From an optimization exercise on the open Yosys and OpenROAD flow, aimed at small area, a short achievable clock period and few clock cycles per item; shortcuts taken in it are not production practice.
Where RTL was checked, it was by simulation tests only, not by an equivalence proof against the original.
The RTL of runs 3 to 5 was laid out without a check of its function.
Power is estimated from default activity; no workload was simulated.

===== flow/config.mk =====
export PLATFORM = sky130hd
export DESIGN_NAME = comlynx_arbiter
export DESIGN_NICKNAME = comlynx_arbiter
export VERILOG_FILES = /design/flow/design.v
export SDC_FILE = /design/flow/constraint.sdc
export NUM_CORES = 4
export LEC_CHECK = 0
export CAP_MARGIN = 20
export CORE_MARGIN = 2
export CORE_UTILIZATION = 40
export CTS_BUF_LIST = sky130_fd_sc_hd__clkbuf_8
export SLEW_MARGIN = 20

===== flow/constraint.sdc =====
create_clock -name core_clock -period 10.0 [get_ports {clk}]
set_input_delay 2.0000 -clock core_clock [delete_from_list [all_inputs] [get_ports {clk}]]
set_output_delay 2.0000 -clock core_clock [all_outputs]
set_load 0.01 [all_outputs]

===== flow/design.v =====
module comlynx_arbiter (
    input  wire        clk,
    input  wire        rst,         
    input  wire        cmd_valid,
    output reg         cmd_ready,
    input  wire [31:0] cmd_data,
    input  wire        cmd_last,
    output reg         rsp_valid,
    input  wire        rsp_ready,
    output wire [15:0] rsp_data
);
    localparam NN  = 24;
    localparam [4:0] C_NONE    = 5'd0,
                     C_CONF    = 5'd1,
                     C_CONFM   = 5'd2,
                     C_SETIE   = 5'd3,
                     C_SEND    = 5'd4,
                     C_RECV    = 5'd5,
                     C_BRK     = 5'd6,
                     C_RXRDY   = 5'd7,
                     C_TXRDY   = 5'd8,
                     C_TXEMPTY = 5'd9,
                     C_RXBRK   = 5'd10,
                     C_IRQ     = 5'd11,
                     C_SERCTL  = 5'd12,
                     C_HFRM    = 5'd13,
                     C_HOVR    = 5'd14,
                     C_HPAR    = 5'd15,
                     C_HANY    = 5'd16,
                     C_RSTERR  = 5'd17,
                     C_PE      = 5'd18,
                     C_PO      = 5'd19,
                     C_P       = 5'd20,
                     C_CHK     = 5'd21;
    integer i;
    reg          cfg_configured, cfg_enabled, cfg_even;
    reg [2:0]    fault;
    reg [NN-1:0] n_ovr, n_par, n_brk, n_rxie, n_txie;
    reg [5:0]    rp [0:NN-1];           
    reg [5:0]    head, tail;
    reg [4:0]    b_snd [0:31];
    reg [7:0]    b_pay [0:31];
    reg [31:0]   b_xp;                  
    reg [31:0]   b_pp;                  
    reg        in_tr;         
    reg        a_v, a_first, a_last;
    reg [4:0]  a_c;           
    reg        a_hd;          
    reg [2:0]  a_sf;          
    reg        a_ok;          
    reg        a_ncfg;        
    reg        a_send, a_recv;
    reg [4:0]  a_k;           
    reg [5:0]  a_p;           
    reg [4:0]  a_ks;          
    reg [5:0]  a_ps;          
    reg [8:0]  a_d;
    reg        a_dp;          
    wire       fire = cmd_valid & cmd_ready;
    wire [7:0] op   = cmd_data[31:24];
    wire [4:0] node = cmd_data[20:16];
    reg [4:0]  dc;
    reg [31:0] msk;
    reg        tnode;
    always @(*) begin
        dc    = C_NONE;
        msk   = 32'hFFE0FFFF;
        tnode = 1'b1;
        case (op)
            8'h01: begin dc = C_CONF;  msk = 32'hFFFFFFFC; tnode = 1'b0; end
            8'h02: begin dc = C_CONFM; msk = 32'hFFFFFFFC; tnode = 1'b0; end
            8'h03: begin dc = C_SETIE; msk = 32'hFFE0FF3F; end
            8'h10: begin dc = C_SEND;  msk = 32'hFFE0FF00; end
            8'h11: dc = C_RECV;
            8'h12: dc = C_BRK;
            8'h20: dc = C_RXRDY;
            8'h21: dc = C_TXRDY;
            8'h22: dc = C_TXEMPTY;
            8'h23: dc = C_RXBRK;
            8'h24: dc = C_IRQ;
            8'h25: dc = C_SERCTL;
            8'h30: dc = C_HFRM;
            8'h31: dc = C_HOVR;
            8'h32: dc = C_HPAR;
            8'h33: dc = C_HANY;
            8'h34: dc = C_RSTERR;
            8'h40: begin dc = C_PE;  msk = 32'hFFFFFF00; tnode = 1'b0; end
            8'h41: begin dc = C_PO;  msk = 32'hFFFFFF00; tnode = 1'b0; end
            8'h42: begin dc = C_P;   msk = 32'hFFFFFE00; tnode = 1'b0; end
            8'h43: begin dc = C_CHK; msk = 32'hFFFFFFFF; tnode = 1'b0; end
            default: tnode = 1'b0;
        endcase
    end
    wire [2:0] sf = (dc == C_NONE)                               ? 3'd1 :
                    ((cmd_data & msk & 32'h00FFFFFF) != 32'd0)   ? 3'd2 :
                    (tnode && node >= NN)                        ? 3'd3 : 3'd0;
    wire in_hd = (dc == C_SEND) | (dc == C_TXRDY) | (dc == C_TXEMPTY) |
                 (dc == C_IRQ) | (dc == C_SERCTL);
    reg        fx;            
    wire [4:0] k  = a_k;
    wire [5:0] p  = a_p;
    wire [4:0] p5 = p[4:0];
    wire [5:0] p1 = p + 6'd1;
    wire [4:0] t5 = tail[4:0];
    wire [4:0] h5 = head[4:0];
    wire has_next = (p != tail);
    wire full     = (tail[5] != head[5]) & (t5 == h5);
    wire tx_ready = ~full;
    wire [7:0] pay = b_pay[p5];
    wire       xp  = b_xp[p5];
    wire       pp  = b_pp[p5];
    wire       recheck = cfg_enabled ? (cfg_even ? pp : ~pp) : cfg_even;
    wire       mism    = has_next & (recheck ^ xp);
    wire       new_xp  = cfg_enabled ? (cfg_even ? a_dp : ~a_dp) : cfg_even;
    reg [31:0] se_k, se_r, ge_h, lt_t;
    always @(*) begin
        for (i = 0; i < 32; i = i + 1) begin
            se_k[i] = (b_snd[i] == k);
            ge_h[i] = (i >= h5);
            lt_t[i] = (i < t5);
        end
        for (i = 0; i < 32; i = i + 1)
            se_r[i] = se_k[(i + 1) % 32];
    end
    wire        wrap_live = (t5 < h5) | full;
    wire [31:0] live      = wrap_live ? (ge_h | lt_t) : (ge_h & lt_t);
    wire        tx_empty  = ~|(live & se_k);
    wire own_next = se_r[p5] & (p1 != tail);
    reg [NN-1:0] at_head;
    always @(*)
        for (i = 0; i < NN; i = i + 1)
            at_head[i] = (rp[i] == head);
    wire [NN-1:0] kdec   = {{(NN-1){1'b0}}, 1'b1} << k;
    wire          ev_bg  = (head != tail) & ~|at_head;
    wire          only_k = ~|(at_head & ~kdec);       
    wire c_send  = a_send;
    wire c_recv  = a_recv;
    wire needcfg = a_ncfg;
    reg  evp;
    reg  [1:0] qn;                      
    wire stall = fx | (a_v & a_first & a_hd & evp) | (a_v & a_last & qn[1]);
    wire go    = a_v & ~stall;           
    wire first = go & a_first;
    wire [2:0] nf = ~a_ok                         ? a_sf :
                    (needcfg & ~cfg_configured)   ? 3'd4 :
                    (c_recv & ~has_next)          ? 3'd6 : 3'd0;
    wire nf_any = ~a_ok | (needcfg & ~cfg_configured) | (c_recv & ~has_next);
    reg  held;                           
    wire exec  = first & ~held & ~nf_any;
    wire ovr_k  = n_ovr[k];
    wire par_k  = n_par[k];
    wire brk_k  = n_brk[k];
    wire rxie_k = n_rxie[k];
    wire txie_k = n_txie[k];
    reg [8:0] val;
    always @(*) begin
        val = 9'd0;
        case (a_c)
            C_SEND:    val = {8'd0, tx_ready};
            C_RECV:    val = {1'd0, pay};
            C_RXRDY:   val = {8'd0, has_next};
            C_TXRDY:   val = tx_ready ? 9'h001 : 9'h100;
            C_TXEMPTY: val = {8'd0, tx_empty};
            C_RXBRK:   val = {8'd0, brk_k};
            C_IRQ:     val = {8'd0, (rxie_k & has_next) | (txie_k & tx_ready)};
            C_SERCTL:  val = {1'd0, tx_ready, has_next, tx_empty, par_k | mism,
                              ovr_k, 1'b0, brk_k, has_next & xp};
            C_HOVR:    val = {8'd0, ovr_k};
            C_HPAR:    val = {8'd0, par_k};
            C_HANY:    val = {8'd0, ovr_k | par_k};
            C_PE:      val = {8'd0, a_dp};
            C_PO:      val = {8'd0, ~a_dp};
            C_P:       val = {8'd0, a_d[8] ~^ a_dp};
            C_CHK:     val = 9'h0FF;
            default:   val = 9'd0;
        endcase
    end
    reg          chk;
    reg [7:0]    acc;
    reg          rsn;
    wire [2:0]  fcode    = held ? fault : nf;
    wire        f_any    = a_first ? (held | nf_any) : held;
    wire [7:0]  acc_sub  = acc - a_d[7:0];
    wire [8:0]  val_last = a_first ? val : {rsn, chk ? acc_sub : acc};
    wire [12:0] rsp_new  = f_any ? {1'b1, (a_first ? fcode : fault), 9'd0} : {4'd0, val_last};
    wire        push     = go & a_last;
    always @(posedge clk) begin
        if (rst) begin
            chk <= 1'b0;
        end else if (go) begin
            if (a_first) begin
                chk <= exec & (a_c == C_CHK);
                acc <= val[7:0];
                rsn <= val[8];
            end else if (chk) begin
                acc <= acc_sub;
            end
        end
    end
    wire do_send = exec & c_send & tx_ready;
    wire do_recv = exec & c_recv;
    wire step    = do_recv | fx;                           
    wire snd_adv = do_send & (p == tail);                  
    wire ev1     = step & (p == head) & only_k;
    wire e_ie      = exec & (a_c == C_SETIE);
    wire e_brk_all = exec & (a_c == C_BRK);
    wire e_brk_clr = exec & (a_c == C_RXBRK);
    wire e_err_clr = exec & (a_c == C_RSTERR);
    wire e_ovr_set = exec & c_send & ~tx_ready;
    wire e_par_set = exec & mism & ((a_c == C_RXRDY) | (a_c == C_SERCTL) |
                                    ((a_c == C_IRQ) & rxie_k));
    wire fx_n    = step & own_next;
    always @(posedge clk) begin
        if (rst) begin
            cfg_configured <= 1'b0;
            cfg_enabled    <= 1'b0;
            cfg_even       <= 1'b0;
            fault          <= 3'd0;
            held           <= 1'b0;
            n_ovr  <= {NN{1'b0}};
            n_par  <= {NN{1'b0}};
            n_brk  <= {NN{1'b0}};
            n_rxie <= {NN{1'b0}};
            n_txie <= {NN{1'b0}};
            head   <= 6'd0;
            tail   <= 6'd0;
            fx     <= 1'b0;
            evp    <= 1'b0;
            for (i = 0; i < NN; i = i + 1)
                rp[i] <= 6'd0;
        end else begin
            if (first & ~held & nf_any) begin
                fault <= nf;
                held  <= 1'b1;
            end
            if (ev_bg | ev1)
                head <= head + 6'd1;
            if (do_send)
                tail <= tail + 6'd1;
            fx  <= fx_n;
            evp <= ev_bg | ev1;
            for (i = 0; i < NN; i = i + 1)
                if (kdec[i] & rp_we)
                    rp[i] <= rp_wv;
            if (exec) begin
                case (a_c)
                    C_CONF: begin
                        cfg_configured <= 1'b1;
                        cfg_enabled    <= a_d[1];
                        cfg_even       <= a_d[0];
                    end
                    C_CONFM: begin
                        cfg_configured <= 1'b1;
                        cfg_enabled    <= ~a_d[1];
                        cfg_even       <= a_d[0];
                    end
                    default: ;
                endcase
            end
            for (i = 0; i < NN; i = i + 1) begin
                if (kdec[i] & e_ie) begin
                    n_txie[i] <= a_d[7];
                    n_rxie[i] <= a_d[6];
                end
                if ((kdec[i] & e_brk_clr) | e_brk_all)
                    n_brk[i] <= e_brk_all;
                if (kdec[i] & (e_ovr_set | e_err_clr))
                    n_ovr[i] <= ~e_err_clr;
                if (kdec[i] & (e_par_set | e_err_clr))
                    n_par[i] <= ~e_err_clr;
            end
        end
    end
    wire       rp_we = step | snd_adv;
    wire [5:0] rp_wv = step ? p1 : tail + 6'd1;
    wire b_we = a_v & a_first & c_send & ~full;
    always @(posedge clk) begin
        if (b_we) begin
            b_snd[t5]  <= a_k;
            b_pay[t5]  <= a_d[7:0];
            b_xp[t5]   <= new_xp;
            b_pp[t5]   <= a_dp;
        end
    end
    wire [5:0] rp_node = rp[node];
    wire       in_raw  = ~(rp_we & (node == k));   
    wire [5:0] a_p_alt = fx_n ? p1 :
                         fx   ? ((a_ks == k) ? p1 : a_ps) :
                         fire ? rp_wv : a_p;
    always @(posedge clk) begin
        if (rst) begin
            in_tr <= 1'b0;
            a_v   <= 1'b0;
        end else begin
            if (fire)
                in_tr <= ~cmd_last;
            if (~stall)
                a_v <= fire;
        end
        if (fire) begin
            a_ks    <= node;
            a_ps    <= in_raw ? rp_node : rp_wv;
        end
        a_p <= (fire & ~fx_n & in_raw) ? rp_node : a_p_alt;
        if (fx_n) begin
        end else if (fx) begin
            a_k     <= a_ks;
        end else if (fire) begin
            a_k     <= node;
        end
        if (fire) begin
            a_first <= ~in_tr;
            a_last  <= cmd_last;
            a_c     <= dc;
            a_hd    <= in_hd;
            a_sf    <= sf;
            a_ok    <= (sf == 3'd0);
            a_ncfg  <= (dc >= C_SETIE) & (dc <= C_RSTERR);
            a_send  <= (dc == C_SEND);
            a_recv  <= (dc == C_RECV);
            a_d     <= cmd_data[8:0];
            a_dp    <= ^cmd_data[7:0];
        end
    end
    reg [12:0] q0, q1;
    wire pop = rsp_valid & rsp_ready;
    wire [1:0] qpos = qn - {1'b0, pop};     
    wire [1:0] qn_n = qn + {1'b0, push} - {1'b0, pop};
    assign rsp_data  = {q0[12:9], 3'b000, q0[8:0]};
    wire an_v    = stall ? a_v : fire;
    wire an_last = stall ? a_last : cmd_last;
    wire an_hd   = stall ? (a_first & a_hd) : (~in_tr & in_hd);
    wire ev_pend = ev_bg | ev1;
    always @(posedge clk) begin
        if (rst) begin
            qn        <= 2'd0;
            rsp_valid <= 1'b0;
            cmd_ready <= 1'b1;
        end else begin
            qn        <= qn_n;
            rsp_valid <= (qn_n != 2'd0);
            cmd_ready <= ~(an_v & an_last & qn_n[1]) & ~fx_n & ~(an_v & an_hd & ev_pend);
        end
        if (pop)
            q0 <= q1;
        if (push) begin
            if (qpos == 2'd0) q0 <= rsp_new;
            if (qpos == 2'd1) q1 <= rsp_new;
        end
    end
endmodule

===== flow/flow/run.sh =====
#!/bin/bash
set -euo pipefail
bash standard.sh SETUP_SLACK_MARGIN=6.75 finish > flow_make.log 2>&1

===== flow/standard.sh =====
#!/bin/bash
# synth_recipe.tcl (not shown) runs the flow's synth.tcl, then flattens the netlist and writes it again
# the make line also repeats each setting of config.mk as NAME=value (left out here)
make -C /OpenROAD-flow-scripts/flow DESIGN_CONFIG=/design/flow/config.mk WORK_HOME=/design/flow/orfs CLKGATE_MAP_FILE= SYNTH_SCRIPT=/design/flow/synth_recipe.tcl "${@:-finish}"

==> PnR_summary.wiki, run 1 <==
{| class="wikitable"
! Metric !! Value
|-
| Number of antenna violations at the first check in global routing || 7
|-
| Run status || finished clean
|-
| Cell Count Post-Placement || ~4,900
|-
| Most instantiated cells after synthesis || 548 x edfxtp_1, 350 x nor2_1, 310 x dfxtp_1
|-
| Fraction of registers with async set or reset after synthesis || 0%
|-
| Area of all placed cells without fillers || 50,120 sq um
|-
| Via count || ~32,000
|-
| Peak fanout along the critical path || 52
|-
| Global-route layer with the greatest usage || met2
|-
| Initial DRT Pass Iterations || 6
|-
| Slew margin rel. || 20.17%
|-
| CTS tree || built
|-
| Layout overhead on the synthesized area || 19.75%
|-
| FF+latch count, synth || 858
|-
| Setup Crit Path Kind || register to register
|-
| Top_reg_cell synth || edfxtp_1
|-
| CTS hold repair buffers || 0
|-
| Power Density || around 160 nW/um^2
|-
| Number of nets with antenna violations after detailed routing || 0
|-
| Number of flops mapped to enable cells by yosys || 548
|-
| Quantity of I/O buffers inserted on ports || between 50 and 60
|-
| Proportion of synthesized chip area in sequential cells || a little over half
|-
| Worst-case setup slack after placement || between 4 and 5 ns
|-
| Hold/Removal Path Class || register to register
|-
| Met3 demand-to-capacity share in global routing || under 10%
|-
| Wirelength per Cell || roughly 26 um
|-
| Count of max-cap constraint violations || 0
|-
| Share of layout cells above drive strength 1 || 22.31%
|-
| FF-to-FF setup slack || between 6 and 7 ns
|-
| Warnings, synthesis || 2
|-
| Site Rows || roughly 120
|-
| Minimum setup slack in the final design || 6.607 ns
|-
| Startpoint kind of the worst setup timing path || register
|-
| Leading post-synthesis cells by cell area || edfxtp_1 39%, dfxtp_1 15%, mux4_2 7.2%
|-
| Routability congestion estimate || just under 1
|-
| Wire length of the first global-routing pass || 199,900 um
|-
| Required arrival time at the worst endpoint || 10.60 ns
|-
| Non-filler instance count after layout || 5,361
|-
| Fin. max-slew vios || 0
|-
| Portion of synthesized cell area occupied by the leading cell type || between 30% and 40%
|-
| Number of instances in the synthesized netlist || around 3,700
|-
| Nets@finish || 3,928
|-
| Library cell occupying the most area in the post-synthesis netlist || edfxtp_1
|-
| Bufs on Longest Clock Path || 3
|-
| Residual DRC || 0
|-
| Mapped cell area || approximately 42,000 sq um
|-
| Die height || between 300 and 400 um
|-
| Maximum clock frequency || approximately 290 MHz
|-
| Final TNS setup || 0 ns
|-
| Vias in the first global route || 29,580
|-
| Via density per instance || slightly below 6
|-
| Gr usage total || 25.01%
|-
| Clock period minus worst slack || 3.393 ns
|-
| Setup repair after global routing missed its margin || yes
|-
| Worst clock skew || between 0.06 and 0.07 ns
|-
| Maximum number of pins on one net before global-route repair || 97
|-
| Count of endpoints failing hold in the final timing report || 0
|-
| Core utilization of the finished layout || around 48%
|-
| Post-Synthesis Mean Instance Area || 11.32 sq um
|-
| Final period utilization || about a third
|-
| Leakage Power || roughly 17 nW
|-
| Final Routed Wirelength || 140,400 um
|-
| Met1 capacity usage during global routing || 35.49%
|-
| I/O pin cnt || 55
|-
| CP arrival || 4.00 ns
|-
| Die width || approximately 330 um
|-
| Final global-route overflow total || 0
|-
| Post-synth cell types || 92
|-
| Full die area || between 100,000 and 150,000 sq um
|-
| Area of the core || 103,600 sq um
|-
| Highest ir drop seen on vdd || between 0.1 and 0.15 mV
|-
| TritonCTS buffer count || ~150
|-
| GR Util met2 || a little under two fifths
|-
| Placed cell areas || approximately 44,000 sq um
|-
| Effective utilization at floorplan || between 40 and 50%
|-
| Worst Tran Pin Value || about 1.2 ns
|-
| Final setup vio count || 0
|-
| Number of design-rule violations left by the first detailed-router iteration || between 4,000 and 5,000
|-
| Number of H-tree levels || 4
|-
| Sinks on the clock net || roughly 860
|-
| Register clock-pin slew on the reported worst setup and hold paths || 0.07 ns
|-
| HPWL after detailed placement || between 80,000 and 90,000 um
|-
| Endpoint kind of the worst setup timing path || register
|-
| Clock latency on the worst-skew pair || between 0.8 and 0.9 ns
|-
| Clock Root Buffer || clkbuf_8
|-
| Cell with the most instances after synthesis || edfxtp_1
|}
-- power by group --
| group | leakage [nW] | internal (W) | switching, W |
|---|---|---|---|
| registers | 7.49 | 0.00385 | 0.0000738 |
| clock network | 1.63 | 0.00160 | 0.00155 |
| logic | 8.14 | 0.000464 | 0.000588 |
| total | 17.3 | 0.00591 | 0.00222 |
-- repair_timing --
item / 4_1_cts / 5_1_grt
resized for setup: 322 / 151
setup endpoints to repair: 736 / 287
cloned: 13 / 14
pin swaps: 24 / 59
endpoints found under the hold margin: 0 / 0
setup buffers: 54 / 86
-- flip-flops by register name, indices dropped and copies added, names as in the netlist, 3 cells and up, named ones only --
signal / cells
head: 6
n_rxie: 24
n_txie: 24
tail: 6
b_snd: 160
acc: 8
a_ps: 6
rp: 144
n_par: 24
q1: 13
q0: 13
a_d: 9
n_ovr: 24
a_c: 5
b_xp: 32
fault: 3
a_p: 6
a_ks: 5
a_k: 5
b_pay: 256
b_pp: 32
n_brk: 24
-- layer usage --
| layer | wire length, um | part of all wire, % |
|---|---|---|
| met2 | 63670 | 45 |
| met3 | 12600 | 9.0 |
| met4 | 4293 | 3.1 |
| met5 | 43 | 0.031 |
| met1 | 59800 | 43 |
-- worst max-delay path: stages (launching register included) --
cell	delay, ns
edfxtp_1	0.38
buf_4	0.16
buf_16	0.18
xor2_2	0.24
nor3_2	0.20
nand2_1	0.14
mux4_2	0.49
o22a_1	0.27
a311oi_4	0.41
nor2_4	0.10
buf_4	0.15
buf_6	0.13
mux2i_1	0.13
-- layout make-up --
type                            count  area, sq um
Antenna cell                        5        12.51
Clock buffer                      157         2161
Clock inverter                    104        719.4
Fill cell                        9287        53530
Inverter                           52        220.2
Multi-Input combinational cell   2530        19340
Sequential cell                   858        22710
Tap cell                         1380         1727
Timing Repair Buffer              275         3231
-- cell families after synthesis --
family	count (synthesis)	synth area share, %
xor gates and xnor gates	366	7.677
adders and majority gates	35	1.025
buffers and inverters	313	3.262
other	1	0.008960
and+or+nand+nor	1089	11.96
DFF	858	54.15
AOI/OAI and AO/OA	761	11.32
muxes	273	10.60
-- final timing paths --
kind | depth (start not counted) | startpoint | end
min | 2 | n_par[6]$_SDFFE_PP0P_ | n_par[6]$_SDFFE_PP0P_
min reg2reg | 2 | n_par[6]$_SDFFE_PP0P_ | n_par[6]$_SDFFE_PP0P_
max | 12 | a_k[1]$_DFFE_PP_ | a_p[2]$_DFFE_PN_
max reg2reg | 12 | a_k[1]$_DFFE_PP_ | a_p[2]$_DFFE_PN_
-- stage by stage --
step                hold slack [ns]  power [W]
global placement             0.4453   0.004823
detailed placement           0.4527   0.004829
global route                 0.4943   0.008408
finish                       0.4634   0.008127
CTS                          0.4667   0.008089
floorplan                    0.4315   0.004535
-- layout by cell type (no fill, tap or decap), types with 24 or more instances in the layout --
cell,count
edfxtp_1,548
nor2_1,303
dfxtp_1,284
nand2_1,265
a21oi_1,240
o21ai_0,211
xor2_1,192
xnor2_1,165
clkbuf_8,159
nand3_1,153
buf_4,139
mux4_2,133
mux2i_1,100
inv_1,86
nor3_1,54
buf_6,43
nand4_1,39
a211oi_1,34
a22o_1,33
nor2_4,33
mux2_2,32
nor4_1,29
clkinv_1,25
o21bai_1,24
Testbench counts, summed over its fixed seeds: cycles 12,829, cmds 12,000.
==> run 2, diff against run 1 <==
--- a/flow/config.mk
+++ b/flow/config.mk
@@ -9,4 +9,6 @@
 export CORE_MARGIN = 2
 export CORE_UTILIZATION = 40
 export CTS_BUF_LIST = sky130_fd_sc_hd__clkbuf_8
+export CTS_CLUSTER_DIAMETER = 45
+export CTS_CLUSTER_SIZE = 20
 export SLEW_MARGIN = 20
==> run 2 against run 1 <==
Net effect:
- critical path depth is 2 lower
- synthesized cell count stayed put
- global-route usage is 0.34 points lower
- synthesized area stayed put
- largest cell class unchanged
- sequential share of layout area is 0.33 points higher
- die area stayed put
==> PnR_summary.wiki, run 2 <==
{| class="wikitable"
! Metric !! Value
|-
| Run status || finished clean
|-
| Fin. max-slew vios || 0 (unchanged)
|-
| Met1 wire length || 59,530 um (-0.45%)
|-
| CTS tree || built
|-
| Worst Hold Path EP || cfg_configured$_SDFFE_PP0P_
|-
| Final global-route overflow total || 0 (unchanged)
|-
| Post-synth cell types || 92 (unchanged)
|-
| Part of the total power dissipated in the clock network || 37.7% (-1.1 points)
|-
| Maximum number of pins on one net before global-route repair || 97 (unchanged)
|-
| Wirelength per Cell || 26.18 um (about the same)
|-
| Vias in the first global route || 29,220 (-1.2%)
|-
| HPWL after detailed placement || 86,040 um (unchanged)
|-
| Routability congestion estimate || 0.9787 (unchanged)
|-
| Wire length of the first global-routing pass || 198,500 um (-0.68%)
|-
| Cell family contributing the most delay on the critical path || compound AO/OA/AOI/OAI gates
|-
| Final setup vio count || 0 (unchanged)
|-
| Gr usage total || 24.67% (-0.34 points)
|-
| Met2 wire length || 63,040 um (-0.98%)
|-
| Most common cell after layout, fill and taps aside || edfxtp_1
|-
| Final Routed Wirelength || 138,700 um (-1.2%)
|-
| CTS hold repair buffers || 0 (unchanged)
|-
| Startpoint kind of the worst setup timing path || input pin
|-
| Max FFs per register || 256 (unchanged)
|-
| Clock latency on the worst-skew pair || 0.79 ns (-0.10 ns)
|-
| Leakage Power || 16.90 nW (-2.1%)
|-
| Share of layout cells above drive strength 1 || 22.83% (+0.52 points)
|-
| Hold path startpoint || cfg_configured$_SDFFE_PP0P_
|-
| Effective utilization at floorplan || 40.38% (unchanged)
|-
| Number of antenna violations at the first check in global routing || 3 (-4)
|-
| Fraction of registers with async set or reset after synthesis || 0% (unchanged)
|-
| CP arrival || 4.09 ns (+0.09 ns)
|-
| Quantity of I/O buffers inserted on ports || 51 (unchanged)
|-
| Number of nets with antenna violations after detailed routing || 0 (unchanged)
|-
| Peak fanout along the critical path || 8 (-85%)
|-
| Power Density || 160.3 nW/um^2 (-1.2%)
|-
| WL met3 || 11,800 um (-6.3%)
|-
| Clock period minus worst slack || 3.402 ns (+0.008410 ns)
|-
| Sinks on the clock net || 858 (unchanged)
|-
| Via count || 31,440 (-0.85%)
|-
| Final-layout fill cell count || 9,315 (+0.30%)
|-
| Highest ir drop seen on vdd || 0.1323 mV (+1.6%)
|-
| Registers with the highest flip-flop counts || b_pay x256, b_snd x160, rp x144
|-
| CP Buf/Inv Count || 1 (-3)
|-
| Count of endpoints failing hold in the final timing report || 0 (unchanged)
|-
| Top_reg_cell synth || edfxtp_1
|-
| Bufs on Longest Clock Path || 3 (unchanged)
|-
| Maximum clock frequency || 294.0 MHz (-0.25%)
|-
| Number of H-tree levels || 3 (-1)
|-
| Share of power burned in combinational logic || 13.2% (+0.3 points)
|-
| Launch point of the worst reg-to-reg path || a_k[1]$_DFFE_PP_
|-
| Required arrival time at the worst endpoint || 10.68 ns (+0.08 ns)
|-
| Area of the core || 103,600 sq um (unchanged)
|-
| R2r worst-path depth || 11 (-1)
|-
| Setup repair after global routing missed its margin || yes
|-
| Area of combinational cells with multiple inputs || 19,400 sq um (+0.30%)
|-
| I/O pin cnt || 55 (unchanged)
|-
| Switching Power || 0.002180 W (-1.6%)
|-
| Non-filler instance count after layout || 5,297 (-1.2%)
|-
| Warnings, synthesis || 2 (unchanged)
|-
| Layout overhead on the synthesized area || 18.89%
|-
| Number of flops mapped to enable cells by yosys || 548 (unchanged)
|-
| Initial DRT Pass Iterations || 7 (+1)
|-
| Largest reg by FF count || b_pay
|-
| Share of total power in sequential cells || 49.1% (+0.8 points)
|-
| Mapped cell area || 41,850 sq um (unchanged)
|-
| Leading post-synthesis cells by cell area || edfxtp_1 39%, dfxtp_1 15%, mux4_2 7.2%
|-
| Endpoint kind of the worst setup timing path || register
|-
| Internal power summed over all cells || 0.005796 W (-1.9%)
|-
| Worst Tran Pin Value || 1.215 ns (+0.01886 ns)
|-
| Setup Crit Path Kind || input pin to register
|-
| Highest routed layer || met4
|-
| TritonCTS buffer count || 107 (-27%)
|-
| Final period utilization || 34.02% (+0.084 points)
|-
| Number of design-rule violations left by the first detailed-router iteration || 4,104 (-0.80%)
|-
| FF+latch count, synth || 858 (unchanged)
|-
| Cell Count Post-Placement || 4,928 (unchanged)
|-
| FF-to-FF setup slack || 6.66 ns (+0.05 ns)
|-
| Via density per instance || 5.935 (+0.35%)
|-
| Count of max-cap constraint violations || 0 (unchanged)
|-
| Die width || 327.5 um (unchanged)
|-
| Worst-case setup slack after placement || 4.272 ns (unchanged)
|-
| Register clock-pin slew on the reported worst setup and hold paths || 0.09 ns (+0.02 ns)
|-
| Worst clock skew || 0.03914 ns (-0.02090 ns)
|-
| Final TNS setup || 0 ns (unchanged)
|-
| Most instantiated cells after synthesis || 548 x edfxtp_1, 350 x nor2_1, 310 x dfxtp_1
|-
| Portion of synthesized cell area occupied by the leading cell type || 39.32% (unchanged)
|-
| Number of instances in the synthesized netlist || 3,696 (unchanged)
|-
| Nets@finish || 3,884 (-1.1%)
|-
| Crit path cell chain || buf_12 -> and2_4 -> and2_4 -> a32o_2 -> a221oi_2 -> nand4_1 -> o32a_1 -> o21ai_2 -> nor2_1 -> a211o_1
|-
| Clock Root Buffer || clkbuf_8
|-
| Cell depth of the worst hold path || 2 (unchanged)
|-
| Proportion of synthesized chip area in sequential cells || 54.15% (unchanged)
|-
| Library cell occupying the most area in the post-synthesis netlist || edfxtp_1
|-
| Minimum setup slack in the final design || 6.598 ns (-0.008410 ns)
|-
| Flip-flop and latch area || 22,710 sq um (unchanged)
|-
| Most frequent cells in the layout || 548 x edfxtp_1, 294 x nor2_1, 284 x dfxtp_1
|-
| Full die area || 107,200 sq um (unchanged)
|-
| Residual DRC || 0 (unchanged)
|-
| Biggest cell delay along the critical path || 0.43 ns (-0.06 ns)
|-
| Site Rows || 118 (unchanged)
|-
| Switching power share of the total || 27.33% (+0.062 points)
|-
| Hold/Removal Path Class || register to register
|-
| Slew margin rel. || 18.91% (-1.3 points)
|-
| Cell with the largest stage delay on the worst path || o32a_1
|-
| Cell with the most instances after synthesis || edfxtp_1
|-
| Most frequent cell on the critical path || and2_4
|-
| Post-Synthesis Mean Instance Area || 11.32 sq um (unchanged)
|-
| Die height || 327.5 um (unchanged)
|}
[run 2: logic make-up (layout without fill, tap and decap cells)]
logic type	after synthesis	after routing	share of synthesized area (%)
simple gates	1089	1093	11.96
flops	858	858	54.15
compound gates	761	761	11.32
xor+xnor	366	366	7.677
buf+inv	313	523	3.262
mux	273	273	10.60
fa+ha+maj	35	35	1.025
other cells	1	8	0.008960
[run 2: cell type report]
cell class                      instances  area share (%)
Clock inverter                         87           2.009
Tap cell                             1380           3.470
Inverter                               52          0.4426
Multi-Input combinational cell       2531           38.98
Clock buffer                          115           3.181
Sequential cell                       858           45.64
Timing Repair Buffer                  269           6.251
Antenna cell                            5         0.02515
[run 2: worst reg2reg max path, stage by stage (launching register included)]
cell	delay [ns]
edfxtp_1	0.38
buf_4	0.16
buf_16	0.18
xor2_1	0.39
nor3_2	0.21
nand3_2	0.13
mux4_2	0.49
o22a_1	0.27
a311oi_4	0.37
nor2_4	0.10
mux2_2	0.29
o221a_2	0.24
[run 2: worst max-delay path by stage]
stage | start | to | slack (ns) | cells after the start
floorplan | cmd_data[16] | a_ps[2]$_DFFE_PP_ | 6.09 | 9
global route | cmd_data[17] | a_p[2]$_DFFE_PN_ | 6.57 | 10
detailed placement | cmd_data[19] | register | 4.27 | 10
global placement | cmd_data[19] | register | 4.25 | 10
CTS | rsp_valid$_SDFF_PP0_ | rsp_valid | 6.66 | 1
finish | cmd_data[17] | register | 6.60 | 10
[run 2: metrics by stage]
| step | power [W] | hold WS, ns | cell area [sq um] | utilization, % |
|---|---|---|---|---|
| after floorplan | 0.004535 | 0.4315 | 42720 | - |
| after global placement | 0.004823 | 0.4453 | 44030 | 42.48 |
| after detailed placement | 0.004829 | 0.4527 | 44030 | 42.48 |
| after CTS | 0.007943 | 0.4715 | 48530 | 46.82 |
| after global routing | 0.008232 | 0.4991 | 49750 | 48.00 |
| final | 0.007976 | 0.4696 | 49760 | 48.01 |
[run 2: timing repair]
item	CTS	global route
cloned	15	11
buffers inserted	73	61
gates resized for setup	356	144
setup endpoints to repair	736	290
pin swaps	31	59
[run 2: power groups by stage]
stage	Sequential [W]	Clock [W]	Combinational (W)
floorplan	0.00398	0	0.000556
global placement	0.00400	0	0.000823
detailed placement	0.00400	0	0.000829
CTS	0.00392	0.00305	0.000978
global route	0.00392	0.00320	0.00111
finish	0.00392	0.00301	0.00105
[run 2: per-layer routing]
layer | track usage (%) | up-vias
li1 | - | 13980
met1 | 35.34 | 15750
met2 | 38.19 | 1449
met3 | 4.566 | 267
met4 | 7.090 | 0
met5 | 0 | -
==> run 3, diff against run 2 <==
--- a/flow/design.v
+++ b/flow/design.v
@@ -104,7 +104,7 @@
     wire [4:0] t5 = tail[4:0];
     wire [4:0] h5 = head[4:0];
     wire has_next = (p != tail);
-    wire full     = (tail[5] != head[5]) & (t5 == h5);
+    reg  full;                             
     wire tx_ready = ~full;
     wire [7:0] pay = b_pay[p5];
     wire       xp  = b_xp[p5];
@@ -202,6 +202,8 @@
     wire step    = do_recv | fx;                           
     wire snd_adv = do_send & (p == tail);                  
     wire ev1     = step & (p == head) & only_k;
+    wire [5:0] head_n = head + {5'd0, ev_bg | ev1};
+    wire [5:0] tail_n = tail + {5'd0, do_send};
     wire e_ie      = exec & (a_c == C_SETIE);
     wire e_brk_all = exec & (a_c == C_BRK);
     wire e_brk_clr = exec & (a_c == C_RXBRK);
@@ -224,6 +226,7 @@
             n_txie <= {NN{1'b0}};
             head   <= 6'd0;
             tail   <= 6'd0;
+            full   <= 1'b0;
             fx     <= 1'b0;
             evp    <= 1'b0;
             for (i = 0; i < NN; i = i + 1)
@@ -233,10 +236,9 @@
                 fault <= nf;
                 held  <= 1'b1;
             end
-            if (ev_bg | ev1)
-                head <= head + 6'd1;
-            if (do_send)
-                tail <= tail + 6'd1;
+            head <= head_n;
+            full <= (tail_n[5] != head_n[5]) & (tail_n[4:0] == head_n[4:0]);
+            tail <= tail_n;
             fx  <= fx_n;
             evp <= ev_bg | ev1;
             for (i = 0; i < NN; i = i + 1)
==> flow/flow/run.sh (replaced) <==
#!/bin/bash
set -euo pipefail
bash standard.sh SETUP_SLACK_MARGIN=6.5 finish > flow_make.log 2>&1
--- a/flow/config.mk
+++ b/flow/config.mk
@@ -9,6 +9,4 @@
 export CORE_MARGIN = 2
 export CORE_UTILIZATION = 40
 export CTS_BUF_LIST = sky130_fd_sc_hd__clkbuf_8
-export CTS_CLUSTER_DIAMETER = 45
-export CTS_CLUSTER_SIZE = 20
 export SLEW_MARGIN = 20
==> run 3 against run 2 <==
Net effect:
- clock power is 7.0% higher
- sequential share of layout area is 0.65 points lower
- worst setup slack worse by 0.24 ns
- synthesized cell count is 2.7% higher
- wire length is 3.6% higher
- clock skew is 0.0018 ns higher
- clock-buffer cell count is 51 higher
- first-iteration DRC count is 5.0% lower
- largest cell class unchanged
- combinational power hardly changed
==> PnR_summary.wiki, run 3 <==
{| class="wikitable"
! Metric !! Value
|-
| Dominant combinational cell family by area after synthesis || simple AND/OR/NAND/NOR gates
|-
| Number of nets with antenna violations after detailed routing || 0 (unchanged)
|-
| Post-synthesis simple-gate area fraction || 13.99% (+2.0 points)
|-
| CP arrival || 4.37 ns (+0.28 ns)
|-
| Cell family contributing the most delay on the critical path || multiplexers
|-
| Hold slack final || 0.4459 ns (-0.02372 ns)
|-
| Area of all placed cells without fillers || 50,530 sq um (+1.5%)
|-
| Site Rows || 119 (+0.85%)
|-
| Cell Count Post-Placement || 5,076 (+3.0%)
|-
| FF+latch count, synth || 859 (+0.12%)
|-
| Most common cell after layout, fill and taps aside || edfxtp_1
|-
| Post-Synthesis Mean Instance Area || 11.12 sq um (-1.8%)
|-
| Most instantiated cells after synthesis || 548 x edfxtp_1, 410 x nand2_1, 316 x a21oi_1
|-
| Via count || 32,360 (+2.9%)
|-
| Count of endpoints failing hold in the final timing report || 0 (unchanged)
|-
| Final Routed Wirelength || 143,600 um (+3.6%)
|-
| Power Density || 162.5 nW/um^2 (+1.4%)
|-
| Slew margin rel. || 19.72% (+0.81 points)
|-
| Worst Tran Pin Value || 1.197 ns (-0.01774 ns)
|-
| Number of flops mapped to enable cells by yosys || 548 (unchanged)
|-
| Wirelength per Cell || 26.13 um (-0.19%)
|-
| Required arrival time at the worst endpoint || 10.73 ns (+0.05 ns)
|-
| Count of max-cap constraint violations || 0 (unchanged)
|-
| Final TNS setup || 0 ns (unchanged)
|-
| Library cell occupying the most area in the post-synthesis netlist || edfxtp_1
|-
| Registers with the highest flip-flop counts || b_pay x256, b_snd x160, rp x144
|-
| Number of H-tree levels || 4 (+1)
|-
| Core utilization of the finished layout || 48.14% (+0.13 points)
|-
| Largest reg by FF count || b_pay
|-
| Die width || 328.9 um (+0.43%)
|-
| Maximum number of pins on one net before global-route repair || 103 (+6.2%)
|-
| Multiplexer fraction of the synthesized cell area || 9.768% (-0.84 points)
|-
| Post-Synth XOR/XNOR Area || 7.738% (+0.061 points)
|-
| Final setup vio count || 0 (unchanged)
|-
| Setup repair after global routing missed its margin || yes
|-
| Sinks on the clock net || 859 (+0.12%)
|-
| Post-synthesis share of cell area spent on full adders, half adders and majority gates || 1.108% (+0.083 points)
|-
| Leading post-synthesis cells by cell area || edfxtp_1 39%, dfxtp_1 15%, mux4_2 6.5%
|-
| Mapped cell area || 42,220 sq um (+0.88%)
|-
| Portion of synthesized cell area occupied by the leading cell type || 38.98% (-0.34 points)
|-
| Gr usage total || 26.12% (+1.5 points)
|-
| Number of instances in the synthesized netlist || 3,795 (+2.7%)
|-
| Area of the core || 105,000 sq um (+1.3%)
|-
| I/O pin cnt || 55 (unchanged)
|-
| Setup Crit Path Kind || register to register
|-
| Biggest cell delay along the critical path || 0.53 ns (+0.10 ns)
|-
| Routability congestion estimate || 1.008 (+3.0%)
|-
| Most frequent cells in the layout || 548 x edfxtp_1, 400 x nand2_1, 314 x a21oi_1
|-
| Leakage Power || 17.54 nW (+3.8%)
|-
| Cell with the largest stage delay on the worst path || mux4_2
|-
| Max FFs per register || 256 (unchanged)
|-
| Final period utilization || 36.47% (+2.4 points)
|-
| Effective utilization at floorplan || 40.22% (-0.16 points)
|-
| Share of layout cells above drive strength 1 || 21.77% (-1.1 points)
|-
| Placed cell areas || 44,440 sq um (+0.92%)
|-
| Startpoint kind of the worst setup timing path || register
|-
| Fin. max-slew vios || 0 (unchanged)
|-
| Layout overhead on the synthesized area || 19.68%
|-
| Quantity of I/O buffers inserted on ports || 51 (unchanged)
|-
| Fraction of registers with async set or reset after synthesis || 0% (unchanged)
|-
| Residual DRC || 0 (unchanged)
|-
| Nets@finish || 4,049 (+4.2%)
|-
| TritonCTS buffer count || 148 (+38%)
|-
| Number of design-rule violations left by the first detailed-router iteration || 3,898 (-5.0%)
|-
| Warnings, synthesis || 2 (unchanged)
|-
| Wire length of the first global-routing pass || 208,800 um (+5.2%)
|-
| Register clock-pin slew on the reported worst setup and hold paths || 0.07 ns (-0.02 ns)
|-
| Non-filler instance count after layout || 5,496 (+3.8%)
|-
| Synth Area in Compound Gates || 10.22% (-1.1 points)
|-
| Via density per instance || 5.887 (-0.81%)
|-
| Full die area || 108,200 sq um (+0.86%)
|-
| Highest ir drop seen on vdd || 0.1279 mV (-3.3%)
|-
| Maximum clock frequency || 274.2 MHz (-6.7%)
|-
| Top_reg_cell synth || edfxtp_1
|-
| Final global-route overflow total || 0 (unchanged)
|-
| Cell with the most instances after synthesis || edfxtp_1
|-
| Worst clock skew || 0.04092 ns (+0.001778 ns)
|-
| Crit path cell chain || buf_12 -> buf_16 -> xor2_1 -> nor3_2 -> nand2_1 -> mux4_2 -> nor3_4 -> a211oi_2 -> a2111oi_4 -> buf_6 -> mux2_2 -> a221o_1
|-
| Clock latency on the worst-skew pair || 0.86 ns (+0.07 ns)
|-
| CP Buf/Inv Count || 3 (+2)
|-
| Endpoint kind of the worst setup timing path || register
|-
| Bufs on Longest Clock Path || 3 (unchanged)
|-
| Clock period minus worst slack || 3.647 ns (+0.2450 ns)
|-
| CTS tree || built
|-
| Run status || finished clean
|-
| HPWL after detailed placement || 88,430 um (+2.8%)
|-
| Proportion of synthesized chip area in sequential cells || 53.72% (-0.42 points)
|-
| Post-synth cell types || 94 (+2.2%)
|-
| Hold/Removal Path Class || register to register
|-
| Number of antenna violations at the first check in global routing || 3 (unchanged)
|-
| Initial DRT Pass Iterations || 6 (-1)
|-
| Peak fanout along the critical path || 27 (+19)
|-
| Vias in the first global route || 30,600 (+4.7%)
|-
| Die height || 328.9 um (+0.43%)
|-
| Clock Root Buffer || clkbuf_8
|}
run 3: cell types whose count changed after synthesis, sizes merged, moves of 27 or more:
cell    previous run  this run
buf               98       134
nor2b             23        55
clkbuf           163       131
mux2i            107        76
a22oi             14        41
o21ai            220       117
nand3            168       234
nor3              86       134
nand2            278       410
a21oi            253       316
nor2             351       239
run 3: stage by stage:
| step | setup slack [ns] | total power (W) |
|---|---|---|
| after global routing | 6.282 | 0.008480 |
| final | 6.353 | 0.008212 |
| after detailed placement | 4.598 | 0.004895 |
| after floorplan | 6.176 | 0.004577 |
| after global placement | 4.625 | 0.004890 |
| after CTS | 6.313 | 0.008207 |
run 3: kinds of logic (layout without fill, tap and decap cells):
group                    Yosys count  count (layout)
AO/OA/AOI/OAI                    696             696
XOR/XNOR                         373             373
adder cells (fa/ha/maj)           39              39
buffers and inverters            315             619
flip-flops                       859             859
multiplexers                     253             254
other                              1               6
AND/OR/NAND/NOR                 1259            1259
run 3: repair_timing:
action	CTS	global route
endpoints found under the setup margin	352	278
gates resized for setup	306	100
buffers inserted	69	50
pin swaps	45	29
cloned	26	4
hold buffers	0	0
run 3: worst reg2reg max path: stages (launching register included):
cell       delay (ns)
edfxtp_1         0.49
buf_12           0.21
buf_16           0.20
xor2_1           0.22
nor3_2           0.28
nand2_1          0.11
mux4_2           0.53
nor3_4           0.17
a211oi_2         0.11
a2111oi_4        0.43
buf_6            0.16
mux2_2           0.32
a221o_1          0.28
run 3: cell type report:
type,instances,area [sq um]
sequential,859,22730
timing repair buffer,299,3422
fill,9438,54440
multi-input combinational,2624,19420
clock inverter,102,681.9
tap,1391,1740
antenna,3,7.507
inverter,50,220.2
timing repair inverter,2,15.01
clock buffer,166,2285
run 3: routing by layer:
layer  global-route usage (%)  part of all wire [%]
met2                    39.34                    44
met5                        0                 0.011
met3                    6.452                   9.0
met4                    10.22                   3.8
met1                    36.18                    43
run 3: power breakdown:
part,total (W),internal (W),switching (W)
Combinational,0.00107,0.000441,0.000632
Clock,0.00322,0.00170,0.00153
Sequential,0.00392,0.00385,0.0000641
Total,0.00821,0.00599,0.00222
run 3: path summary, 6_finish.rpt:
path / from / end / slack [ns] / cells past startpoint
setup / recovery: a_k[4]$_DFFE_PP_ / register / 6.35 / 12
hold reg to reg: cfg_configured$_SDFFE_PP0P_ / cfg_configured$_SDFFE_PP0P_ / 0.45 / 2
setup reg to reg: a_k[4]$_DFFE_PP_ / register / 6.35 / 12
hold / removal: cfg_configured$_SDFFE_PP0P_ / cfg_configured$_SDFFE_PP0P_ / 0.45 / 2
==> run 4, diff against run 3 <==
--- a/flow/design.v
+++ b/flow/design.v
@@ -104,7 +104,7 @@
     wire [4:0] t5 = tail[4:0];
     wire [4:0] h5 = head[4:0];
     wire has_next = (p != tail);
-    reg  full;                             
+    wire full     = (tail[5] != head[5]) & (t5 == h5);
     wire tx_ready = ~full;
     wire [7:0] pay = b_pay[p5];
     wire       xp  = b_xp[p5];
@@ -202,8 +202,6 @@
     wire step    = do_recv | fx;                           
     wire snd_adv = do_send & (p == tail);                  
     wire ev1     = step & (p == head) & only_k;
-    wire [5:0] head_n = head + {5'd0, ev_bg | ev1};
-    wire [5:0] tail_n = tail + {5'd0, do_send};
     wire e_ie      = exec & (a_c == C_SETIE);
     wire e_brk_all = exec & (a_c == C_BRK);
     wire e_brk_clr = exec & (a_c == C_RXBRK);
@@ -226,7 +224,6 @@
             n_txie <= {NN{1'b0}};
             head   <= 6'd0;
             tail   <= 6'd0;
-            full   <= 1'b0;
             fx     <= 1'b0;
             evp    <= 1'b0;
             for (i = 0; i < NN; i = i + 1)
@@ -236,9 +233,10 @@
                 fault <= nf;
                 held  <= 1'b1;
             end
-            head <= head_n;
-            full <= (tail_n[5] != head_n[5]) & (tail_n[4:0] == head_n[4:0]);
-            tail <= tail_n;
+            if (ev_bg | ev1)
+                head <= head + 6'd1;
+            if (do_send)
+                tail <= tail + 6'd1;
             fx  <= fx_n;
             evp <= ev_bg | ev1;
             for (i = 0; i < NN; i = i + 1)
@@ -284,7 +282,21 @@
             b_pp[t5]   <= a_dp;
         end
     end
-    wire [5:0] rp_node = rp[node];
+    reg [5:0] rp_g [0:5];
+    reg [5:0] rp_node;
+    always @(*) begin
+        for (i = 0; i < 6; i = i + 1)
+            rp_g[i] = rp[4 * i + node[1:0]];
+        rp_node = rp_g[0];
+        case (node[4:2])
+            3'd1: rp_node = rp_g[1];
+            3'd2: rp_node = rp_g[2];
+            3'd3: rp_node = rp_g[3];
+            3'd4: rp_node = rp_g[4];
+            3'd5: rp_node = rp_g[5];
+            default: rp_node = rp_g[0];
+        endcase
+    end
     wire       in_raw  = ~(rp_we & (node == k));   
     wire [5:0] a_p_alt = fx_n ? p1 :
                          fx   ? ((a_ks == k) ? p1 : a_ps) :
==> run 4 against run 3 <==
Net effect:
- still clean
- critical path depth is 3 lower
- worst setup slack better by 0.18 ns
- clock-buffer cell count is 11 lower
- register-to-register slack better by 0.23 ns
- power is 4.1% lower
- global-route usage is 3.1 points lower
- cell area is 3.4% lower
- fmax is 5.2% higher
- synthesized cell count is 1.7% lower
- clock skew is 0.015 ns higher
- highest routed layer unchanged
==> PnR_summary.wiki, run 4 <==
{| class="wikitable"
! Metric !! Value
|-
| Final TNS setup || 0 ns (unchanged)
|-
| Vias in the first global route || 29,730 (-2.9%)
|-
| Portion of synthesized cell area occupied by the leading cell type || 38.78% (-0.20 points)
|-
| Worst Hold Path EP || n_rxie[10]$_SDFFE_PP0P_
|-
| Number of antenna violations at the first check in global routing || 5 (+2)
|-
| Core utilization of the finished layout || 46.38% (-1.8 points)
|-
| Bufs on Longest Clock Path || 3 (unchanged)
|-
| Effective utilization at floorplan || 40.31% (+0.088 points)
|-
| FF+latch count, synth || 858 (-0.12%)
|-
| Gr usage total || 23.07% (-3.1 points)
|-
| Top_reg_cell synth || edfxtp_1
|-
| Required arrival time at the worst endpoint || 10.74 ns (about the same)
|-
| Library cell occupying the most area in the post-synthesis netlist || edfxtp_1
|-
| Run status || finished clean
|-
| Full die area || 108,700 sq um (+0.50%)
|-
| Die width || 329.7 um (+0.25%)
|-
| Most frequent cells in the layout || 548 x edfxtp_1, 355 x nand2_1, 303 x a21oi_1
|-
| Leakage Power || 16.27 nW (-7.3%)
|-
| Nets@finish || 3,871 (-4.4%)
|-
| Cell with the most instances after synthesis || edfxtp_1
|-
| Endpoint kind of the worst setup timing path || register
|-
| Final Routed Wirelength || 129,000 um (-10%)
|-
| Hold slack final || 0.4720 ns (+0.02612 ns)
|-
| Count of endpoints failing hold in the final timing report || 0 (unchanged)
|-
| Area of the core || 105,300 sq um (+0.28%)
|-
| Final setup vio count || 0 (unchanged)
|-
| Number of nets with antenna violations after detailed routing || 0 (unchanged)
|-
| Setup repair after global routing missed its margin || yes
|-
| HPWL after detailed placement || 79,190 um (-10%)
|-
| Wire length of the first global-routing pass || 188,800 um (-9.6%)
|-
| Leading post-synthesis cells by cell area || edfxtp_1 39%, dfxtp_1 15%, mux4_2 8.3%
|-
| Site Rows || 119 (unchanged)
|-
| Number of instances in the synthesized netlist || 3,732 (-1.7%)
|-
| Die height || 329.7 um (+0.25%)
|-
| Power Density || 161.3 nW/um^2 (-0.78%)
|-
| Cell Count Post-Placement || 4,967 (-2.1%)
|-
| Worst clock skew || 0.05585 ns (+0.01493 ns)
|-
| Hold/Removal Path Class || register to register
|-
| Initial DRT Pass Iterations || 6 (unchanged)
|-
| Power, Total || 0.007874 W (-4.1%)
|-
| FF-to-FF setup slack || 6.58 ns (+0.23 ns)
|-
| TritonCTS buffer count || 148 (unchanged)
|-
| Critical register-to-register path endpoint || q0[3]$_DFF_P_
|-
| Fin. max-slew vios || 0 (unchanged)
|-
| Share of layout cells above drive strength 1 || 18.42% (-3.4 points)
|-
| R2r worst-path depth || 9 (-3)
|-
| Via density per instance || 5.863 (-0.41%)
|-
| Cell depth of the worst hold path || 2 (unchanged)
|-
| Maximum number of pins on one net before global-route repair || 184 (+79%)
|-
| Register clock-pin slew on the reported worst setup and hold paths || 0.06 ns (about the same)
|-
| Final period utilization || 34.67% (-1.8 points)
|-
| CTS hold repair buffers || 0 (unchanged)
|-
| Via count || 31,130 (-3.8%)
|-
| Post-synth cell types || 100 (+6.4%)
|-
| Final global-route overflow total || 0 (unchanged)
|-
| Number of design-rule violations left by the first detailed-router iteration || 3,581 (-8.1%)
|-
| Slew margin rel. || 23.56% (+3.8 points)
|-
| Max FFs per register || 256 (unchanged)
|-
| Final-layout fill cell count || 9,480 (+0.45%)
|-
| Setup Crit Path Kind || input pin to register
|-
| Startpoint kind of the worst setup timing path || input pin
|-
| Fraction of registers with async set or reset after synthesis || 0% (unchanged)
|-
| Highest ir drop seen on vdd || 0.09749 mV (-24%)
|-
| Number of H-tree levels || 4 (unchanged)
|-
| Quantity of I/O buffers inserted on ports || 51 (unchanged)
|-
| Post-Synthesis Mean Instance Area || 11.37 sq um (+2.2%)
|-
| Registers with the highest flip-flop counts || b_pay x256, b_snd x160, rp x144
|-
| Non-filler instance count after layout || 5,310 (-3.4%)
|-
| Residual DRC || 0 (unchanged)
|-
| Clock period minus worst slack || 3.467 ns (-0.1797 ns)
|-
| Most common cell after layout, fill and taps aside || edfxtp_1
|-
| Largest reg by FF count || b_pay
|-
| Warnings, synthesis || 3 (+1)
|-
| Layout overhead on the synthesized area || 15.07%
|-
| Clock Root Buffer || clkbuf_8
|-
| Wirelength per Cell || 24.29 um (-7.0%)
|-
| CP arrival || 4.21 ns (-0.16 ns)
|-
| CTS tree || built
|-
| Count of max-cap constraint violations || 0 (unchanged)
|-
| Peak fanout along the critical path || 10 (-63%)
|-
| Most instantiated cells after synthesis || 548 x edfxtp_1, 368 x nand2_1, 310 x dfxtp_1
|-
| Sinks on the clock net || 858 (-0.12%)
|-
| Clock latency on the worst-skew pair || 0.86 ns (about the same)
|-
| Maximum clock frequency || 288.4 MHz (+5.2%)
|-
| Routability congestion estimate || 0.9394 (-6.8%)
|-
| Hold path startpoint || n_rxie[10]$_SDFFE_PP0P_
|-
| Proportion of synthesized chip area in sequential cells || 53.41% (-0.32 points)
|-
| Number of flops mapped to enable cells by yosys || 548 (unchanged)
|-
| Mapped cell area || 42,430 sq um (+0.50%)
|-
| I/O pin cnt || 55 (unchanged)
|-
| Worst Tran Pin Value || 1.142 ns (-0.05452 ns)
|}
==> run 4: critical path, stage by stage <==
cell	delay, ns
clkbuf_4	0.23
clkbuf_16	0.23
mux4_2	0.51
a22oi_1	0.23
a31oi_1	0.12
o21ai_1	0.27
mux2_2	0.24
nor2_1	0.05
a211o_1	0.30
==> run 4: through the flow <==
step / worst slack, ns / area [sq um]
after global routing: 6.441 / 48820
after detailed placement: 4.989 / 44380
final: 6.533 / 48830
after global placement: 5.026 / 44380
after floorplan: 6.145 / 42970
after CTS: 6.434 / 47980
==> run 4: worst max-delay path by stage <==
stage	startpoint	to	slack, ns	cells past startpoint
after floorplan	cmd_data[16]	a_p[4]$_DFFE_PN_	6.14	8
after global placement	cmd_data[18]	register	5.03	9
after detailed placement	cmd_data[18]	register	4.99	9
after CTS	a_k[3]$_DFFE_PP_	register	6.43	11
after global routing	a_k[0]$_DFFE_PP_	q1[0]$_DFFE_PP_	6.44	13
final	cmd_data[16]	register	6.53	9
==> run 4: where the power goes <==
| part | total [W] | switching (W) | internal, W |
|---|---|---|---|
| combinational | 0.00103 | 0.000610 | 0.000415 |
| sequential | 0.00392 | 0.0000727 | 0.00385 |
| clock | 0.00293 | 0.00148 | 0.00144 |
==> run 4: final cells by class <==
class / instances / area, sq um / area share, %
clock buffers: 155 / 2133 / 4.369
diodes: 4 / 10.01 / 0.02050
multi-input cells: 2543 / 19190 / 39.30
clock inverters: 105 / 498.0 / 1.020
well taps: 1391 / 1740 / 3.564
inverters: 54 / 207.7 / 0.4254
flip-flops and latches: 858 / 22690 / 46.48
repair buffers: 200 / 2357 / 4.828
==> run 4: cells by family (layout without fill, tap and decap cells) <==
family,Yosys count,after routing,share of synthesized area (%)
AO/OA/AOI/OAI,749,749,11.02
other,1,7,0.008838
AND/OR/NAND/NOR,1124,1124,12.31
flip-flops,858,858,53.41
multiplexers,263,263,10.94
buffers and inverters,334,514,3.671
XOR/XNOR,370,371,7.681
adder cells (fa/ha/maj),33,33,0.9672
==> run 4: timing repair <==
action	in CTS	in global routing
setup buffers	32	29
pin swaps	8	24
cloned	8	9
endpoints found under the setup margin	714	340
resized for setup	147	72
==> run 4: routing by layer <==
metal,part of all wire [%],GRT usage [%],wire length [um]
met5,0.012,0,16
met4,2.7,7.787,3512
met3,8.9,4.924,11460
met2,44,33.97,56400
met1,45,33.69,57570
==> run 5, diff against run 4 <==
==> flow/flow/run.sh (replaced) <==
#!/bin/bash
set -euo pipefail
bash standard.sh SETUP_SLACK_MARGIN=6.75 finish > flow_make.log 2>&1
==> run 5 against run 4 <==
Net effect:
- synthesized cell count stayed put
- utilization is 2.3 points higher
- sequential cell count stayed put
- sequential share of layout area is 2.1 points lower
- critical path depth is 8 lower
- clock-buffer cell count is 4 higher
- wire length is 7.6% higher
- largest power group unchanged
- power is 4.0% higher
- first-iteration DRC count is 8.6% higher
==> PnR_summary.wiki, run 5 <==
{| class="wikitable"
! Metric !! Value
|-
| Hold slack final || 0.4700 ns (-0.002019 ns)
|-
| Largest reg by FF count || b_pay
|-
| Leakage Power || 17.35 nW (+6.7%)
|-
| Max FFs per register || 256 (unchanged)
|-
| Routability congestion estimate || 0.9128 (-2.8%)
|-
| Die width || 329.7 um (unchanged)
|-
| Cell depth of the worst hold path || 2 (unchanged)
|-
| Effective utilization at floorplan || 40.31% (unchanged)
|-
| HPWL after detailed placement || 80,350 um (+1.5%)
|-
| Number of antenna violations at the first check in global routing || 5 (unchanged)
|-
| Most instantiated cells after synthesis || 548 x edfxtp_1, 368 x nand2_1, 310 x dfxtp_1
|-
| Most common cell after layout, fill and taps aside || edfxtp_1
|-
| Worst Tran Pin Value || 1.136 ns (-0.006216 ns)
|-
| Setup repair after global routing missed its margin || yes
|-
| Library cell occupying the most area in the post-synthesis netlist || edfxtp_1
|-
| Instance count on the critical path || 1 (-8)
|-
| Cell with the most instances after synthesis || edfxtp_1
|-
| Portion of synthesized cell area occupied by the leading cell type || 38.78% (unchanged)
|-
| Cell family contributing the most delay on the critical path || flip-flops
|-
| Die height || 329.7 um (unchanged)
|-
| Final period utilization || 33.49% (-1.2 points)
|-
| Wirelength per Cell || 25.59 um (+5.4%)
|-
| Power, Total || 0.008186 W (+4.0%)
|-
| R2r worst-path depth || 11 (+2)
|-
| FF+latch count, synth || 858 (unchanged)
|-
| Clock Root Buffer || clkbuf_8
|-
| Cell Count Post-Placement || 4,976 (+0.18%)
|-
| Maximum clock frequency || 298.6 MHz (+3.5%)
|-
| Register clock-pin slew on the reported worst setup and hold paths || 0.07 ns (about the same)
|-
| Share of layout cells above drive strength 1 || 24.18% (+5.8 points)
|-
| Final setup vio count || 0 (unchanged)
|-
| Sinks on the clock net || 858 (unchanged)
|-
| Gr usage total || 24.85% (+1.8 points)
|-
| Site Rows || 119 (unchanged)
|-
| Full die area || 108,700 sq um (unchanged)
|-
| Warnings, synthesis || 3 (unchanged)
|-
| Registers with the highest flip-flop counts || b_pay x256, b_snd x160, rp x144
|-
| Hold/Removal Path Class || register to register
|-
| Worst clock skew || 0.06716 ns (+0.01131 ns)
|-
| CP arrival || 1.35 ns (-2.86 ns)
|-
| Top_reg_cell synth || edfxtp_1
|-
| Setup Crit Path Kind || register to output port
|-
| Clock latency on the worst-skew pair || 0.87 ns (about the same)
|-
| Startpoint kind of the worst setup timing path || register
|-
| CTS tree || built
|-
| Area of all placed cells without fillers || 51,220 sq um (+4.9%)
|-
| Run status || finished clean
|-
| Count of max-cap constraint violations || 0 (unchanged)
|-
| Final Routed Wirelength || 138,800 um (+7.6%)
|-
| Highest ir drop seen on vdd || 0.1314 mV (+35%)
|-
| CTS hold repair buffers || 0 (unchanged)
|-
| Final-layout fill cell count || 9,275 (-2.2%)
|-
| Quantity of I/O buffers inserted on ports || 51 (unchanged)
|-
| Maximum number of pins on one net before global-route repair || 129 (-30%)
|-
| Wire length of the first global-routing pass || 201,300 um (+6.6%)
|-
| Initial DRT Pass Iterations || 6 (unchanged)
|-
| Most frequent cells in the layout || 548 x edfxtp_1, 347 x nand2_1, 300 x a21oi_1
|-
| Endpoint kind of the worst setup timing path || output port
|-
| Leading post-synthesis cells by cell area || edfxtp_1 39%, dfxtp_1 15%, mux4_2 8.3%
|-
| Number of flops mapped to enable cells by yosys || 548 (unchanged)
|-
| Proportion of synthesized chip area in sequential cells || 53.41% (unchanged)
|-
| Mapped cell area || 42,430 sq um (unchanged)
|-
| Final TNS setup || 0 ns (unchanged)
|-
| Number of nets with antenna violations after detailed routing || 0 (unchanged)
|-
| Fraction of registers with async set or reset after synthesis || 0% (unchanged)
|-
| Non-filler instance count after layout || 5,424 (+2.1%)
|-
| Final global-route overflow total || 0 (unchanged)
|-
| Slew margin rel. || 23.97% (+0.42 points)
|-
| Clock period minus worst slack || 3.349 ns (-0.1183 ns)
|-
| Post-synth cell types || 100 (unchanged)
|-
| Peak fanout along the critical path || 2 (-8)
|-
| Nets@finish || 3,979 (+2.8%)
|-
| Power Density || 159.8 nW/um^2 (-0.90%)
|-
| TritonCTS buffer count || 148 (unchanged)
|-
| Number of H-tree levels || 4 (unchanged)
|-
| Number of design-rule violations left by the first detailed-router iteration || 3,890 (+8.6%)
|-
| Via count || 32,490 (+4.4%)
|-
| Area of the core || 105,300 sq um (unchanged)
|-
| Layout overhead on the synthesized area || 20.71%
|-
| Via density per instance || 5.990 (+2.2%)
|-
| I/O pin cnt || 55 (unchanged)
|-
| Vias in the first global route || 30,300 (+1.9%)
|-
| Bufs on Longest Clock Path || 3 (unchanged)
|-
| Fin. max-slew vios || 0 (unchanged)
|-
| Post-Synthesis Mean Instance Area || 11.37 sq um (unchanged)
|-
| Count of endpoints failing hold in the final timing report || 0 (unchanged)
|-
| Biggest cell delay along the critical path || 0.39 ns (-0.12 ns)
|-
| Required arrival time at the worst endpoint || 8.00 ns (-2.74 ns)
|-
| Crit path cell chain || buf_6
|-
| Residual DRC || 0 (unchanged)
|-
| Cell with the largest stage delay on the worst path || dfxtp_4
|-
| CP Buf/Inv Count || 1 (-1)
|-
| Number of instances in the synthesized netlist || 3,732 (unchanged)
|-
| Placed cell areas || 44,530 sq um (+0.35%)
|}
[run 5: cell counts after synthesis]
No cell type changed its count.
[run 5: final cells by class]
cell class	count	area [sq um]	share of cell area [%]
sequential	858	22710	44.34
multi-input combinational	2544	19980	39.02
tap	1391	1740	3.398
clock inverter	106	590.6	1.153
clock buffer	159	2188	4.272
inverter	54	224.0	0.4373
antenna	5	12.51	0.02443
timing repair buffer	307	3770	7.360
[run 5: through the flow]
step	worst slack [ns]	util [%]
global placement	4.958	42.30
CTS	6.589	47.39
global route	6.606	48.65
finish	6.651	48.66
detailed placement	4.917	42.30
floorplan	6.145	-
[run 5: power by group]
part / internal [W] / total (W) / switching, W
registers: 0.00386 / 0.00393 / 0.0000792
logic: 0.000515 / 0.00119 / 0.000670
clock network: 0.00154 / 0.00307 / 0.00153
[run 5: worst paths after layout]
path / slack [ns] / from / to
worst max-delay path: 6.65 / cmd_ready$_SDFF_PP1_ / cmd_ready
worst min-delay path: 0.47 / n_rxie[22]$_SDFFE_PP0P_ / n_rxie[22]$_SDFFE_PP0P_
worst max register to register: 6.68 / a_k[3]$_DFFE_PP_ / a_p[4]$_DFFE_PN_
worst min register to register: 0.47 / n_rxie[22]$_SDFFE_PP0P_ / n_rxie[22]$_SDFFE_PP0P_
[run 5: cell families after synthesis]
logic type | Yosys count | synth area share [%]
adders and majority gates | 33 | 0.9672
and+or+nand+nor | 1124 | 12.31
xor gates and xnor gates | 370 | 7.681
DFF | 858 | 53.41
AOI/OAI and AO/OA | 749 | 11.02
muxes | 263 | 10.94
other | 1 | 0.008838
buffers and inverters | 334 | 3.671
[run 5: layer usage]
metal  vias to the layer above  global-route usage (%)  routed length [um]
met5                         -                       0                   9
met4                         2                   9.437                4721
met3                       308                   5.621               14490
met2                      1818                   35.99               60170
met1                     16140                   36.19               59420
li1                      14230                       -                   -
[run 5: repair_timing]
| item | in CTS | in global routing |
|---|---|---|
| endpoints found under the setup margin | 831 | 253 |
| gates resized for setup | 312 | 169 |
| pin swaps | 43 | 52 |
| buffers inserted | 83 | 61 |
| gates cloned | 29 | 5 |
| hold endpoints to repair | 0 | 0 |

==> port drivers added, routing unchanged <==
How much do the figures lean on ideal ports? The routed layouts below were timed once more, with nothing changed but the port constraints.
Step 1 (the two cells are an assumption about what drives the block):
set clk [get_ports {clk}]
set_driving_cell -lib_cell sky130_fd_sc_hd__clkbuf_16 $clk
set_driving_cell -lib_cell sky130_fd_sc_hd__buf_2 [delete_from_list [all_inputs] $clk]
Step 2 times the ports against the registers' clock, not the clock port: input delays grow and output delays shrink by t, the midpoint of the rising clock arrivals with the driver on.
a / b / c = ideal ports / drivers / drivers and shift; a / b = the first two.
run	t (ns)	slack for setup (ns)	clock arrival spread, ns
run 1	0.924	6.607 / 6.606 / 5.773	0.067 / 0.068
run 2	0.839	6.598 / 6.613 / 5.774	0.044 / 0.043
run 3	0.919	6.353 / 6.353 / 5.581	0.042 / 0.042
run 4	0.902	6.533 / 6.512 / 5.678	0.056 / 0.056
run 5	0.906	6.651 / 6.582 / 5.747	0.068 / 0.068
After both steps setup and hold are still met in every run listed. For run 5, which loses most, drivers alone change the setup slack by -0.069 ns; drivers and shift together by -0.904 ns.
